This is an optimization exercise on Yosys and OpenROAD, whose aim is a short achievable clock period and few clock cycles, not a production implementation. For this run, only the layout was checked, not whether the RTL still works. Power and IR drop assume default switching activity.

**flow/constraint.sdc**
```tcl
create_clock -name core_clock -period 12.0 [get_ports {clk}]
set_input_delay 2.4000 -clock core_clock [delete_from_list [all_inputs] [get_ports {clk}]]
set_output_delay 2.4000 -clock core_clock [all_outputs]
set_load 0.01 [all_outputs]
```
**flow/run.sh**
```bash
#!/bin/bash
# synth_recipe.tcl (not shown) runs the flow's synth.tcl, then flattens the netlist and writes it again
# the make line also repeats each setting of config.mk as NAME=value (left out here)
make -C /OpenROAD-flow-scripts/flow DESIGN_CONFIG=/design/flow/config.mk WORK_HOME=/design/flow/orfs CLKGATE_MAP_FILE= SYNTH_SCRIPT=/design/flow/synth_recipe.tcl finish
```
**flow/design.v**
```verilog
module aaf_compositor (
    input  wire        clk,
    input  wire        rst,
    input  wire        start,
    input  wire [1:0]  cmd,
    input  wire [1:0]  depth,         
    input  wire        swap,
    input  wire        mirror_en,
    input  wire [7:0]  pal_idx,
    input  wire [15:0] width,
    input  wire [15:0] rows,
    input  wire [15:0] obj_x,         
    input  wire [15:0] blk_y,         
    input  wire [15:0] dest_x,        
    input  wire [15:0] dest_y,        
    input  wire [15:0] dest_stride,
    input  wire [15:0] dest_rows,
    input  wire [15:0] clip_x0,       
    input  wire [15:0] clip_y0,       
    input  wire [15:0] clip_x1,       
    input  wire [15:0] clip_y1,       
    input  wire [15:0] mirror_ofs,    
    input  wire [31:0] pal_addr,
    input  wire [31:0] dbuf_addr,
    input  wire [31:0] dest_addr,
    output wire        ready,
    output reg         done,
    output reg  [3:0]  status,
    output reg  [31:0] r0,
    output reg  [31:0] r1,
    output reg  [31:0] r2,
    output wire        mem_req,
    output wire        mem_we,
    output wire [31:0] mem_addr,
    output wire [31:0] mem_wdata,
    output wire [3:0]  mem_wstrb,
    input  wire [31:0] mem_rdata,
    input  wire        mem_ack
);
    localparam [3:0] ST_OK        = 4'd0;
    localparam [3:0] ST_BAD_PARAM = 4'd12;
    localparam [3:0] ST_BAD_CMD   = 4'd14;
    localparam [1:0] M_IDLE = 2'd0, M_SETUP = 2'd1, M_RUN = 2'd2, M_RES = 2'd3;
    localparam [1:0] K_F = 2'd0, K_S = 2'd1, K_W = 2'd2, K_R = 2'd3;
    reg [1:0] mst;
    reg [2:0] stp;
    assign ready = (mst == M_IDLE);
    wire accept = ready && start;
    reg [1:0]  p_cmd, p_depth;
    reg        p_swap, p_mirror;
    reg [7:0]  p_idx;
    reg [15:0] p_width, p_rows, p_objx, p_blky, p_dx, p_dy, p_stride, p_drows;
    reg [15:0] p_cx0, p_cy0, p_cx1, p_cy1, p_mofs;
    reg [31:0] p_pal, p_dbuf, p_dest;
    reg [15:0]  cache_color [0:255];
    reg [255:0] cache_valid;
    wire [15:0] pal_color  = {mem_rdata[23:19], mem_rdata[15:10], mem_rdata[7:3]};
    wire [15:0] pal_result = p_swap ? {pal_color[7:0], pal_color[15:8]} : pal_color;
    reg        rq_req, rq_we, rq_last;
    reg [29:0] rq_addr;
    reg [31:0] rq_wdata;
    reg [3:0]  rq_wstrb;
    reg [1:0]  rq_kind;
    reg [7:0]  rq_idx;
    assign mem_req   = rq_req;
    assign mem_we    = rq_we;
    assign mem_addr  = {rq_addr, 2'b00};
    assign mem_wdata = rq_wdata;
    assign mem_wstrb = rq_wstrb;
    wire take  = !rq_req || mem_ack;           
    wire cpl   = rq_req && mem_ack;            
    wire cpl_f = cpl && (rq_kind == K_F);
    wire cpl_s = cpl && (rq_kind == K_S);
    wire cpl_r = cpl && (rq_kind == K_R);
    wire cpl_w = cpl && (rq_kind == K_W);
    wire signed [20:0] ox   = {{5{p_objx[15]}}, p_objx};
    wire signed [20:0] by1  = {{5{p_blky[15]}}, p_blky};
    wire signed [20:0] dx0  = {{5{p_dx[15]}},   p_dx};
    wire signed [20:0] dy0  = {{5{p_dy[15]}},   p_dy};
    wire signed [20:0] cx0  = {{5{p_cx0[15]}},  p_cx0};
    wire signed [20:0] cy0  = {{5{p_cy0[15]}},  p_cy0};
    wire signed [20:0] cx1  = {{5{p_cx1[15]}},  p_cx1};
    wire signed [20:0] cy1  = {{5{p_cy1[15]}},  p_cy1};
    wire signed [20:0] mo   = {{5{p_mofs[15]}}, p_mofs};
    wire signed [20:0] wid  = {5'd0, p_width};
    wire signed [20:0] nrw  = {5'd0, p_rows};
    wire signed [20:0] strd = {5'd0, p_stride};
    wire signed [20:0] drw  = {5'd0, p_drows};
    wire xa_ge_b = cx0 >= ox,  xa_ge_c = cx0 >= dx0, xb_ge_c = ox >= dx0;
    wire xselA = xa_ge_b && xa_ge_c;
    wire xselB = !xselA && xb_ge_c;
    wire ya_ge_b = cy0 >= by1, ya_ge_c = cy0 >= dy0, yb_ge_c = by1 >= dy0;
    wire yselA = ya_ge_b && ya_ge_c;
    wire yselB = !yselA && yb_ge_c;
    wire signed [20:0] c1_X1 = xselA ? cx0 : xselB ? ox : dx0;
    wire signed [20:0] c1_Y1 = yselA ? cy0 : yselB ? by1 : dy0;
    wire [20:0] d_cx0_ox  = cx0 - ox,  d_dx0_ox  = dx0 - ox;
    wire [20:0] d_cx0_dx0 = cx0 - dx0, d_ox_dx0  = ox - dx0;
    wire [20:0] d_cy0_by1 = cy0 - by1, d_dy0_by1 = dy0 - by1;
    wire [20:0] d_cy0_dy0 = cy0 - dy0, d_by1_dy0 = by1 - dy0;
    wire [15:0] c1_sxa  = xselA ? d_cx0_ox[15:0]  : xselB ? 16'd0 : d_dx0_ox[15:0];
    wire [15:0] c1_col0 = xselA ? d_cx0_dx0[15:0] : xselB ? d_ox_dx0[15:0] : 16'd0;
    wire [15:0] c1_sy0  = yselA ? d_cy0_by1[15:0] : yselB ? 16'd0 : d_dy0_by1[15:0];
    wire [15:0] c1_row0 = yselA ? d_cy0_dy0[15:0] : yselB ? d_by1_dy0[15:0] : 16'd0;
    reg signed [20:0] X1, Y1, ex, edx, ey, edy, Ssum;
    reg [15:0] sxa, col0, sy0, row0;
    reg [16:0] bpr;           
    reg signed [20:0] X2, Y2, colm_t;
    reg [16:0] byteoff;
    reg [20:0] ppA0, ppA1, ppA2, ppA3;
    reg [19:0] ppB0, ppB1, ppB2, ppB3;
    reg        empty_q;
    reg [16:0] n_px, n_rows;
    reg [31:0] fa0;
    reg [30:0] rb0;
    reg signed [20:0] colm0;
    reg        slow;
    reg [17:0] span;
    reg signed [20:0] klo, khi;
    reg [2:0]  gapc;
    function signed [20:0] min3(input signed [20:0] a, input signed [20:0] b, input signed [20:0] c);
        reg signed [20:0] m;
        begin
            m = (a < b) ? a : b;
            min3 = (m < c) ? m : c;
        end
    endfunction
    wire [16:0] x_dx = X2 - X1;
    wire [17:0] span_c = (p_depth == 2'd0) ? ({1'b0, ({1'b0, sxa} + x_dx) >> 1} - {2'b0, sxa[15:1]}) :
                         (p_depth == 2'd1) ? {1'b0, x_dx} : {x_dx, 1'b1};
    wire [16:0] gap_c = bpr - span[16:0];
    reg [31:0] fifo [0:7];
    reg [2:0]  fwp, frp;
    reg [3:0]  fcnt;
    reg [16:0] f_rows;        
    reg [29:0] f_wa;
    reg [16:0] f_wcnt;        
    reg [31:0] f_nfa;         
    reg        f_nsh;         
    wire f_rowact = (mst == M_RUN) && (f_rows != 17'd0);
    wire f_inflt  = rq_req && (rq_kind == K_F);
    wire f_want   = f_rowact && (f_wcnt != 17'd0) && ({1'b0, fcnt} + {4'd0, f_inflt} < 5'd8);
    wire [1:0]  f_nla_lo = f_nfa[1:0] + span[1:0];
    wire [17:0] f_nlast  = {16'd0, f_nfa[1:0]} + span;
    wire [16:0] f_nwords = f_nlast[17:2] + 17'd1 - {16'd0, f_nsh};
    reg        x_act;
    reg [16:0] x_rows, x_rem, x_k;
    reg [2:0]  x_pos;
    reg        x_lane, x_rlane, x_first;
    reg [1:0]  x_falo;
    wire [3:0] ppw = (p_depth == 2'd0) ? 4'd8 : (p_depth == 2'd1) ? 4'd4 : 4'd2;
    wire [31:0] w_head  = fifo[frp];
    wire [31:0] w_head1 = fifo[frp + 3'd1];
    wire [63:0] xwin = {w_head1, w_head};
    function [15:0] xpix(input [63:0] win, input [3:0] u, input [1:0] dep);
        reg [7:0] b;
        begin
            if (dep == 2'd0) begin
                b = win[8*u[3:1] +: 8];
                xpix = {12'd0, u[0] ? b[3:0] : b[7:4]};
            end else if (dep == 2'd1)
                xpix = {8'd0, win[8*u[2:0] +: 8]};
            else
                xpix = win[16*u[1:0] +: 16];
        end
    endfunction
    wire        x_cnt2   = !(slow || x_lane || (x_rem == 17'd1));
    wire [3:0]  x_pos4   = {1'b0, x_pos};
    wire        x_strad  = x_cnt2 && (x_pos4 == ppw - 4'd1);
    wire        x_have   = x_strad ? (fcnt >= 4'd2) : (fcnt >= 4'd1);
    wire [15:0] x_pa     = xpix(xwin, x_pos4, p_depth);
    wire [15:0] x_pb     = xpix(xwin, x_pos4 + 4'd1, p_depth);
    wire [3:0]  x_npos   = x_pos4 + (x_cnt2 ? 4'd2 : 4'd1);
    wire        x_adv    = x_npos >= ppw;
    wire [3:0]  x_pafter = x_adv ? x_npos - ppw : x_npos;
    wire        x_rowend = x_cnt2 ? (x_rem == 17'd2) : (x_rem == 17'd1);
    wire        x_lastrow = (x_rows == 17'd1);
    wire [1:0]  x_lalo   = x_falo + span[1:0];
    wire        x_sh     = ({1'b0, x_lalo} + gapc) < 3'd4 && !gapc[2];
    wire [1:0]  x_nfalo  = x_falo + bpr[1:0];
    wire [2:0]  x_npos0  = (p_depth == 2'd0) ? {x_nfalo, sxa[0]} :
                           (p_depth == 2'd1) ? {1'b0, x_nfalo} : {2'b0, x_nfalo[1]};
    wire signed [20:0] x_ks  = {4'd0, x_k};
    wire signed [20:0] x_ks1 = {4'd0, x_k} + 21'sd1;
    wire        x_mva    = (x_ks >= klo) && (x_ks <= khi);
    wire        x_mvb    = (x_ks1 >= klo) && (x_ks1 <= khi);
    reg        s_v, s_cnt2, s_first, s_last, s_cl, s_mva, s_mvb, s_pend;
    reg [15:0] s_a, s_b;
    wire s_isidx = (p_depth != 2'd2);
    wire s_missa = s_v && s_isidx && !cache_valid[s_a[7:0]];
    wire s_missb = s_v && s_isidx && s_cnt2 && !cache_valid[s_b[7:0]];
    wire s_want  = s_missa || s_missb;
    wire [7:0] s_ridx = s_missa ? s_a[7:0] : s_b[7:0];
    reg        a_v, a_cnt2, a_first, a_last, a_cl, a_mva, a_mvb;
    reg [15:0] a_ca, a_cb;
    reg        w_v;
    reg [1:0]  w_ph;
    reg [29:0] w_paddr, w_m1addr, w_m2addr;
    reg [31:0] w_pdata, w_m1data, w_m2data;
    reg [3:0]  w_pstrb, w_m1strb, w_m2strb;
    reg        w_m1en, w_m2en, w_cl, w_cnt2;
    reg [30:0] w_h, w_m, w_rowh, w_rowm;
    reg        c_v, c_mv;
    reg [15:0] c_col;
    wire [29:0] w_caddr = (w_ph == 2'd0) ? w_paddr : (w_ph == 2'd1) ? w_m1addr : w_m2addr;
    wire [31:0] w_cdata = (w_ph == 2'd0) ? w_pdata : (w_ph == 2'd1) ? w_m1data : w_m2data;
    wire [3:0]  w_cstrb = (w_ph == 2'd0) ? w_pstrb : (w_ph == 2'd1) ? w_m1strb : w_m2strb;
    wire        w_glast = (w_ph == 2'd0) ? !(w_m1en || w_m2en) : (w_ph == 2'd1) ? !w_m2en : 1'b1;
    wire r_want = (mst == M_SETUP) && (stp == 3'd1) && (p_cmd == 2'd2) &&
                  !(p_depth[1] || (p_depth == 2'd0 && p_idx[7:4] != 4'd0));
    wire r_take = take && r_want;
    wire s_take = take && !r_want && s_want;
    wire f_take = take && !r_want && !s_want && f_want;
    wire w_take = take && !r_want && !s_want && !f_want && w_v;
    wire w_free = !w_v || (w_take && w_glast);
    wire a_go   = a_v && w_free;
    wire a_free = !a_v || a_go;
    wire s_go   = s_v && !s_want && (!s_pend || cpl_s) && a_free;
    wire s_free = !s_v || s_go;
    wire x_go   = (mst == M_RUN) && x_act && s_free && x_have;
    wire [1:0] x_pop = !x_go ? 2'd0 :
                       !x_rowend ? {1'b0, x_adv} :
                       (!x_lastrow && x_sh) ? {1'b0, x_adv} :
                       ({1'b0, x_adv} + {1'b0, (x_pafter != 4'd0)});
    wire [30:0] pl_h = a_first ? w_rowh : w_h;
    wire [30:0] pl_m = a_first ? w_rowm : w_m;
    wire        pl_flush = a_last || slow;
    wire [3:0]  pl_pstrb = a_cnt2 ? 4'b1111 : (pl_h[0] ? 4'b1100 : 4'b0011);
    wire [31:0] pl_pdata = a_cnt2 ? {a_cb, a_ca} : {a_ca, a_ca};
    reg  [3:0]  pl_m1strb, pl_m2strb;
    reg  [31:0] pl_m1data, pl_m2data;
    reg         pl_cv, pl_cmv;
    reg  [15:0] pl_ccol;
    always @(*) begin
        pl_m1strb = 4'b0000;
        pl_m2strb = 4'b0000;
        pl_m1data = {a_ca, a_cb};
        pl_m2data = {a_cb, a_cb};
        pl_cv     = 1'b0;
        pl_cmv    = c_mv;
        pl_ccol   = c_col;
        if (p_mirror) begin
            if (pl_m[0]) begin
                if (a_cnt2) begin
                    pl_m1strb = {{2{a_mva}}, {2{a_mvb}}};
                    pl_m1data = {a_ca, a_cb};
                end else if (pl_flush) begin
                    pl_m1strb = {{2{a_mva}}, 2'b00};
                    pl_m1data = {a_ca, a_ca};
                end else begin
                    pl_cv   = 1'b1;
                    pl_cmv  = a_mva;
                    pl_ccol = a_ca;
                end
            end else begin
                pl_m1strb = {{2{c_v && c_mv}}, {2{a_mva}}};
                pl_m1data = {c_col, a_ca};
                if (a_cnt2) begin
                    if (pl_flush) begin
                        pl_m2strb = {{2{a_mvb}}, 2'b00};
                        pl_m2data = {a_cb, a_cb};
                    end else begin
                        pl_cv   = 1'b1;
                        pl_cmv  = a_mvb;
                        pl_ccol = a_cb;
                    end
                end
            end
        end
    end
    integer i;
    always @(posedge clk) begin
        if (rst) begin
            mst         <= M_IDLE;
            stp         <= 3'd0;
            done        <= 1'b0;
            status      <= ST_OK;
            r0          <= 32'd0;
            r1          <= 32'd0;
            r2          <= 32'd0;
            cache_valid <= 256'd0;
            rq_req      <= 1'b0;
            rq_we       <= 1'b0;
            rq_last     <= 1'b0;
            rq_kind     <= K_F;
            fwp         <= 3'd0;
            frp         <= 3'd0;
            fcnt        <= 4'd0;
            f_rows      <= 17'd0;
            x_act       <= 1'b0;
            s_v         <= 1'b0;
            s_pend      <= 1'b0;
            a_v         <= 1'b0;
            w_v         <= 1'b0;
            c_v         <= 1'b0;
        end else begin
            done <= 1'b0;
            if (accept) begin
                p_cmd    <= cmd;
                p_depth  <= depth;
                p_swap   <= swap;
                p_mirror <= mirror_en;
                p_idx    <= pal_idx;
                p_width  <= width;
                p_rows   <= rows;
                p_objx   <= obj_x;
                p_blky   <= blk_y;
                p_dx     <= dest_x;
                p_dy     <= dest_y;
                p_stride <= dest_stride;
                p_drows  <= dest_rows;
                p_cx0    <= clip_x0;
                p_cy0    <= clip_y0;
                p_cx1    <= clip_x1;
                p_cy1    <= clip_y1;
                p_mofs   <= mirror_ofs;
                p_pal    <= pal_addr;
                p_dbuf   <= dbuf_addr;
                p_dest   <= dest_addr;
                r0       <= 32'd0;
                r1       <= 32'd0;
                r2       <= 32'd0;
                status   <= ST_OK;
                mst      <= M_SETUP;
                stp      <= 3'd1;
            end
            if (mst == M_SETUP) begin
                stp <= stp + 3'd1;
                case (stp)
                    3'd1: begin
                        X1   <= c1_X1;
                        Y1   <= c1_Y1;
                        sxa  <= c1_sxa;
                        col0 <= c1_col0;
                        sy0  <= c1_sy0;
                        row0 <= c1_row0;
                        ex   <= ox + wid - 21'sd1;
                        edx  <= dx0 + strd - 21'sd1;
                        ey   <= by1 + nrw - 21'sd1;
                        edy  <= dy0 + drw - 21'sd1;
                        Ssum <= ox + ox + wid + wid + mo - 21'sd1;
                        bpr  <= (p_depth == 2'd0) ? ({1'b0, p_width} + 17'd1) >> 1 :
                                (p_depth == 2'd1) ? {1'b0, p_width} : {p_width, 1'b0};
                        case (p_cmd)
                            2'd0: begin
                                if (p_depth == 2'd3) begin
                                    status <= ST_BAD_PARAM;
                                    done   <= 1'b1;
                                    mst    <= M_IDLE;
                                end
                            end
                            2'd1: begin
                                cache_valid <= 256'd0;
                                done        <= 1'b1;
                                mst         <= M_IDLE;
                            end
                            2'd2: begin
                                if (r_want) begin
                                    mst <= M_RES;
                                end else begin
                                    status <= ST_BAD_PARAM;
                                    done   <= 1'b1;
                                    mst    <= M_IDLE;
                                end
                            end
                            default: begin
                                status <= ST_BAD_CMD;
                                done   <= 1'b1;
                                mst    <= M_IDLE;
                            end
                        endcase
                    end
                    3'd2: begin
                        X2      <= min3(cx1, ex, edx);
                        Y2      <= min3(cy1, ey, edy);
                        colm_t  <= Ssum - dx0;
                        byteoff <= (p_depth == 2'd0) ? {2'b0, sxa[15:1]} :
                                   (p_depth == 2'd1) ? {1'b0, sxa} : {sxa, 1'b0};
                        ppA0 <= bpr * sy0[3:0];
                        ppA1 <= bpr * sy0[7:4];
                        ppA2 <= bpr * sy0[11:8];
                        ppA3 <= bpr * sy0[15:12];
                        ppB0 <= p_stride * row0[3:0];
                        ppB1 <= p_stride * row0[7:4];
                        ppB2 <= p_stride * row0[11:8];
                        ppB3 <= p_stride * row0[15:12];
                    end
                    3'd3: begin
                        empty_q <= (X1 > X2) || (Y1 > Y2);
                        n_px    <= X2[16:0] - X1[16:0] + 17'd1;
                        n_rows  <= Y2[16:0] - Y1[16:0] + 17'd1;
                        fa0     <= p_dbuf + {11'd0, ppA0} + {7'd0, ppA1, 4'd0} + {3'd0, ppA2, 8'd0}
                                   + {ppA3[19:0], 12'd0} + {15'd0, byteoff};
                        rb0     <= p_dest[31:1] + {11'd0, ppB0} + {7'd0, ppB1, 4'd0} + {3'd0, ppB2, 8'd0}
                                   + {ppB3[18:0], 12'd0};
                        colm0   <= colm_t - X1;
                        slow    <= p_mirror && (Ssum <= X2 + X2) && (Ssum >= X1 + X1);
                        span    <= span_c;
                        if ((X1 > X2) || (Y1 > Y2)) begin
                            done <= 1'b1;
                            mst  <= M_IDLE;
                        end
                    end
                    default: begin
                        klo    <= colm0 - strd + 21'sd1;
                        khi    <= colm0;
                        gapc   <= (gap_c > 17'd4) ? 3'd4 : gap_c[2:0];
                        f_rows <= n_rows;
                        f_wa   <= fa0[31:2];
                        f_wcnt <= ((({16'd0, fa0[1:0]} + span) >> 2) + 18'd1);
                        f_nfa  <= fa0 + {15'd0, bpr};
                        f_nsh  <= ({1'b0, fa0[1:0] + span[1:0]} + ((gap_c > 17'd4) ? 3'd4 : gap_c[2:0])) < 3'd4;
                        x_act  <= 1'b1;
                        x_rows <= n_rows;
                        x_rem  <= n_px;
                        x_k    <= 17'd0;
                        x_pos  <= (p_depth == 2'd0) ? {fa0[1:0], sxa[0]} :
                                  (p_depth == 2'd1) ? {1'b0, fa0[1:0]} : {2'b0, fa0[1]};
                        x_lane <= rb0[0] ^ col0[0];
                        x_rlane <= rb0[0] ^ col0[0];
                        x_first <= 1'b1;
                        x_falo <= fa0[1:0];
                        w_rowh <= rb0 + {15'd0, col0};
                        w_rowm <= rb0 + {{10{colm0[20]}}, colm0};
                        mst    <= M_RUN;
                    end
                endcase
            end
            if (take) begin
                rq_req  <= 1'b0;
                rq_we   <= 1'b0;
                rq_last <= 1'b0;
                if (r_want) begin
                    rq_req  <= 1'b1;
                    rq_kind <= K_R;
                    rq_addr <= p_pal[31:2] + {22'd0, p_idx};
                end else if (s_want) begin
                    rq_req  <= 1'b1;
                    rq_kind <= K_S;
                    rq_addr <= p_pal[31:2] + {22'd0, s_ridx};
                    rq_idx  <= s_ridx;
                end else if (f_want) begin
                    rq_req  <= 1'b1;
                    rq_kind <= K_F;
                    rq_addr <= f_wa;
                end else if (w_v) begin
                    rq_req   <= 1'b1;
                    rq_we    <= 1'b1;
                    rq_kind  <= K_W;
                    rq_addr  <= w_caddr;
                    rq_wdata <= w_cdata;
                    rq_wstrb <= w_cstrb;
                    rq_last  <= w_cl && w_glast;
                end
            end
            if (cpl_r) begin
                r0   <= {16'd0, pal_result};
                done <= 1'b1;
                mst  <= M_IDLE;
            end
            if (cpl_s)
                cache_color[rq_idx] <= pal_result;
            if (cpl_w && rq_last) begin
                done <= 1'b1;
                mst  <= M_IDLE;
            end
            if (cpl_f) begin
                fifo[fwp] <= mem_rdata;
                fwp       <= fwp + 3'd1;
            end
            frp  <= frp + {1'b0, x_pop};
            fcnt <= fcnt + {3'd0, cpl_f} - {2'd0, x_pop};
            if (f_rowact) begin
                if (f_wcnt == 17'd0 || (f_take && f_wcnt == 17'd1)) begin
                    f_rows <= f_rows - 17'd1;
                    f_wa   <= f_nfa[31:2] + {29'd0, f_nsh};
                    f_wcnt <= f_nwords;
                    f_nfa  <= f_nfa + {15'd0, bpr};
                    f_nsh  <= ({1'b0, f_nla_lo} + gapc) < 3'd4 && !gapc[2];
                end else if (f_take) begin
                    f_wa   <= f_wa + 30'd1;
                    f_wcnt <= f_wcnt - 17'd1;
                end
            end
            if (x_go) begin
                s_a     <= x_pa;
                s_b     <= x_pb;
                s_cnt2  <= x_cnt2;
                s_first <= x_first;
                s_last  <= x_rowend;
                s_cl    <= x_rowend && x_lastrow;
                s_mva   <= x_mva;
                s_mvb   <= x_mvb;
                if (!x_rowend) begin
                    x_pos   <= x_pafter[2:0];
                    x_rem   <= x_rem - (x_cnt2 ? 17'd2 : 17'd1);
                    x_k     <= x_k + (x_cnt2 ? 17'd2 : 17'd1);
                    x_lane  <= x_lane ^ !x_cnt2;
                    x_first <= 1'b0;
                end else begin
                    x_rows  <= x_rows - 17'd1;
                    if (x_lastrow) x_act <= 1'b0;
                    x_pos   <= x_npos0;
                    x_rem   <= n_px;
                    x_k     <= 17'd0;
                    x_lane  <= x_rlane ^ p_stride[0];
                    x_rlane <= x_rlane ^ p_stride[0];
                    x_first <= 1'b1;
                    x_falo  <= x_nfalo;
                end
            end
            if (s_take)
                cache_valid[s_ridx] <= 1'b1;
            if (s_take)
                r2 <= r2 + 32'd1;
            if (s_take)
                s_pend <= 1'b1;
            else if (cpl_s)
                s_pend <= 1'b0;
            if (x_go)
                s_v <= 1'b1;
            else if (s_go)
                s_v <= 1'b0;
            if (s_go) begin
                a_ca    <= !s_isidx ? s_a : (cpl_s && rq_idx == s_a[7:0]) ? pal_result : cache_color[s_a[7:0]];
                a_cb    <= !s_isidx ? s_b : (cpl_s && rq_idx == s_b[7:0]) ? pal_result : cache_color[s_b[7:0]];
                a_cnt2  <= s_cnt2;
                a_first <= s_first;
                a_last  <= s_last;
                a_cl    <= s_cl;
                a_mva   <= s_mva;
                a_mvb   <= s_mvb;
                a_v     <= 1'b1;
            end else if (a_go)
                a_v <= 1'b0;
            if (w_take) begin
                if (w_ph == 2'd0) r0 <= r0 + (w_cnt2 ? 32'd2 : 32'd1);
                else r1 <= r1 + {31'd0, w_cstrb[3]} + {31'd0, w_cstrb[0]};
                if (!w_glast)
                    w_ph <= (w_ph == 2'd0 && w_m1en) ? 2'd1 : 2'd2;
            end
            if (a_go) begin
                w_v      <= 1'b1;
                w_ph     <= 2'd0;
                w_cnt2   <= a_cnt2;
                w_cl     <= a_cl;
                w_paddr  <= pl_h[30:1];
                w_pdata  <= pl_pdata;
                w_pstrb  <= pl_pstrb;
                w_m1addr <= pl_m[30:1];
                w_m1data <= pl_m1data;
                w_m1strb <= pl_m1strb;
                w_m1en   <= |pl_m1strb;
                w_m2addr <= pl_m[30:1] - 30'd1;
                w_m2data <= pl_m2data;
                w_m2strb <= pl_m2strb;
                w_m2en   <= |pl_m2strb;
                w_h      <= pl_h + (a_cnt2 ? 31'd2 : 31'd1);
                w_m      <= pl_m - (a_cnt2 ? 31'd2 : 31'd1);
                c_v      <= pl_cv;
                c_mv     <= pl_cmv;
                c_col    <= pl_ccol;
                if (a_first) begin
                    w_rowh <= w_rowh + {15'd0, p_stride};
                    w_rowm <= w_rowm + {15'd0, p_stride};
                end
            end else if (w_free)
                w_v <= 1'b0;
        end
    end
endmodule
```
**flow/config.mk**
```make
export PLATFORM = sky130hd
export DESIGN_NAME = aaf_compositor
export DESIGN_NICKNAME = aaf_compositor
export VERILOG_FILES = /design/flow/design.v
export SDC_FILE = /design/flow/constraint.sdc
export NUM_CORES = 8
export LEC_CHECK = 0
export CAP_MARGIN = 20
export CORE_MARGIN = 2
export CORE_UTILIZATION = 25
export PLACE_DENSITY = 0.45
export SLEW_MARGIN = 20
export SYNTH_MEMORY_MAX_BITS = 8192
```
==> summary.txt <==
Post-synth EDFFs 5905; Place WS 4090 ps; met3 WL 84400 um; CP Data Arrival Time 9000 ps; Post-CTS Setup Bufs 0; Initial Util 0.251; status no timing/DRC/antenna violations; fin nets 24800; Rel. slew slack 0.140; initial antenna violation count 127; total power 51.7 mW; setup TNS 0 ps; GR Overflow Total 0; port bufs 520; reg2reg path depth 23; CP endpoint kind flop; final setup violation count 0; met2 WL 581000 um; WS Path Type reg -> reg; Hold WC Path Type reg -> reg; CP max FO 91; Cell Rows 427; CTS Buf Count 734; fin crit share 0.683; Synth Area per Inst 15.3 um^2; Cell Area, Synth 339000 um^2; Synth cell types 102; min-delay src x_first; die area 1370000 um^2; final hold violations 0; total core area 1350000 um^2; Initial DRC Count 23500; DP HPWL 825000 um; CP startpoint s_a[0]; maximum clock insertion buffer count 5; # IOs 526; setup slack, reg-to-reg 3810 ps; Synth area leader edfxtp_1; Post-Synthesis Cells 22200; RSZ-0062 raised after global routing false; Lkg Pwr 130 nW; top_reg_cell synth edfxtp_1; CP required 12800 ps; layout cell share with drive strength beyond 1 0.226; Syn-to-layout area delta 15.7%; Vias 211000; Critical R2R Launch s_a[0]; Avg WL per Cell 29.7 um; top area cells in the synthesized netlist edfxtp_1 52%, mux4_2 20%, ha_1 4.5%, fa_1 2.5%, dfxtp_1 2.4%; ys async rst share 0; Post-CTS Hold Buffers 0; flops & latches, synth 6305; WL final 1230000 um; Placed Area 368000 um^2; final setup skew 176 ps; Clock Sinks 6305; Worst Tran Pin Value 1250 ps; Die Y 1170 um; Top Layer Used met5; register area share after synthesis 0.547; TritonCTS clock tree yes; post_cts resized 0; largest net degree at the start of global routing 195; max frequency 122 MHz; number of global-route vias before repair 210000; hold depth 0; final slew viol count 0; clock slew at reported path FFs 70 ps; antenna-violating nets left 0; post-route cell area 392000 um^2; Via-to-Cell Ratio 5.08; Residual DRC 0; time the worst path needs with I/O delays and setup 8190 ps; Pwr Density 132 nW/um^2; MaxCap Viol Count 0; total iterations of the first detailed-routing run 8; GPL Wtd Cong 0.861; htree depth 6; Peak VDD IR 146 uV; met1 wire length 526000 um; Die W 1170 um; first-pass GRT wire length 1690000 um; Root Buffer clkbuf_16; area share of the largest cell type after synthesis 0.523; Ys Warns 1; Final WS setup 3810 ps; Startpoint Class flop; Total GRT Usage 0.174; Clock Latency Late Sink 1250 ps
[final timing paths]
kind,end
worst max-delay path,rq_addr[28]
worst min-delay path,s_first
worst max register to register,rq_addr[28]
worst min register to register,s_first
[cells in the final DEF (no fill, tap or decap), types with 574 or more instances in the layout]
cell / instances
edfxtp_1: 5905
mux4_2: 2957
nand2_1: 1224
ha_1: 1204
inv_1: 1169
nor2_1: 995
a21oi_1: 812
clkbuf_16: 746
o21ai_0: 737
xnor2_1: 574
[logic make-up (layout without fill, tap and decap cells)]
family	Yosys count	after routing	share of synthesized area
other	1	101	0.0000111
flip-flops	6305	6305	0.547
buffers and inverters	2405	3635	0.0285
AO/OA/AOI/OAI	3248	3248	0.0620
XOR/XNOR	858	858	0.0222
adder cells (fa/ha/maj)	1631	1631	0.0696
AND/OR/NAND/NOR	4244	4244	0.0587
multiplexers	3471	3471	0.212
[flip-flops by register name (all words and copies together) (netlist names), 31 cells and up]
| signal | cells |
|---|---|
| cache_color | 4096 |
| cache_valid | 256 |
| fifo | 256 |
| f_nfa | 32 |
| fa0 | 32 |
| p_dbuf | 32 |
| r0 | 32 |
| r1 | 32 |
| r2 | 32 |
| rq_wdata | 32 |
| w_m1data | 32 |
| w_pdata | 32 |
| p_dest | 31 |
| rb0 | 31 |
| w_h | 31 |
| w_m | 31 |
| w_rowh | 31 |
| w_rowm | 31 |
[through the flow]
step	hold WS, ps	util	instances
2_1_floorplan	400	-	22200
3_3_place_gp	416	0.272	40100
3_5_place_dp	418	0.272	40100
4_1_cts	390	0.290	41400
5_1_grt	393	0.290	41500
6_report	391	0.290	41500
[cell type report]
| class | count | area, um^2 |
|---|---|---|
| fillers | 135000 | 960000 |
| flip-flops and latches | 6305 | 185000 |
| multi-input cells | 13500 | 146000 |
| well taps | 18000 | 22500 |
| clock buffers | 904 | 19300 |
| repair buffers | 1124 | 10200 |
| inverters | 1177 | 4440 |
| clock inverters | 430 | 4420 |
| diodes | 99 | 248 |
[report_power, final]
| part | leakage (nW) | internal [mW] | total [mW] | switching [mW] |
|---|---|---|---|---|
| logic | 62.0 | 1.49 | 4.18 | 2.69 |
| clock network | 11.6 | 12.9 | 22.7 | 9.77 |
| registers | 56.5 | 24.5 | 24.8 | 0.287 |
| total | 130 | 38.9 | 51.7 | 12.7 |
[critical path: stages (launching register included)]
cell and delay, ps:
edfxtp_1 380, buf_12 520, buf_4 790, mux4_2 610, a22o_1 250, a221oi_1 320, o22ai_1 260, nor4_2 290
buf_4 240, nor2_4 140, mux2i_4 230, inv_1 350, ha_1 280, fa_1 230, a21o_1 130, a21oi_1 90
o21bai_1 170, a21oi_1 120, o21ai_0 760, nand4_1 520, nor4_1 400, xor2_1 120, o211ai_1 160, o21ai_0 130
[cells in the mapped netlist (98+ instances only)]
library cell / number
fa_1: 425
mux4_2: 2957
a21o_1: 215
xor2_1: 284
nand4_1: 117
o21ai_0: 746
nor2b_1: 192
xnor2_1: 574
ha_1: 1206
and3_1: 130
nor3_1: 251
a31oi_1: 123
a22o_1: 205
a21oi_1: 815
o211ai_1: 102
a211oi_1: 186
mux2i_1: 306
inv_1: 1173
nand2_1: 1239
buf_1: 98
mux2_2: 203
nor2_1: 1278
nand2b_1: 99
buf_2: 248
edfxtp_1: 5905
dfxtp_1: 400
nand3_1: 310
clkbuf_1: 823
o21a_1: 123
and2_1: 286
[metal layers]
layer  global-route usage  up-vias
met1                0.238   112000
met5                    0        -
met4               0.0515       30
met3               0.0297     1526
li1                     -    89200
met2                0.284     7726

-- static timing again, ports no longer ideal --
The results above use ideal ports. As a check the final layout listed here was re-extracted and re-timed, cells and wires unchanged.
Step 1, drivers: a clkbuf_16 drives clk and a buf_2 each remaining input, both assumed.
Step 2 times the ports against the registers' clock, not the clock port: input delays grow and output delays shrink by t, the midpoint of the rising clock arrivals with the driver on.
Three values: no drivers, after step 1, after step 2; two values: the first two.
t (ns): 1.324
setup WS [ns]: 3.806 / 3.806 / 3.806
worst hold slack (ns): 0.391 / 0.391 / 0.391
worst slew at a driven data input, ns: 0.27
pins driven straight from the clock port: 1
After both steps setup and hold are still met in this run. The setup slack of this run moves by 0.000 ns with the drivers and by 0.000 ns with both steps.
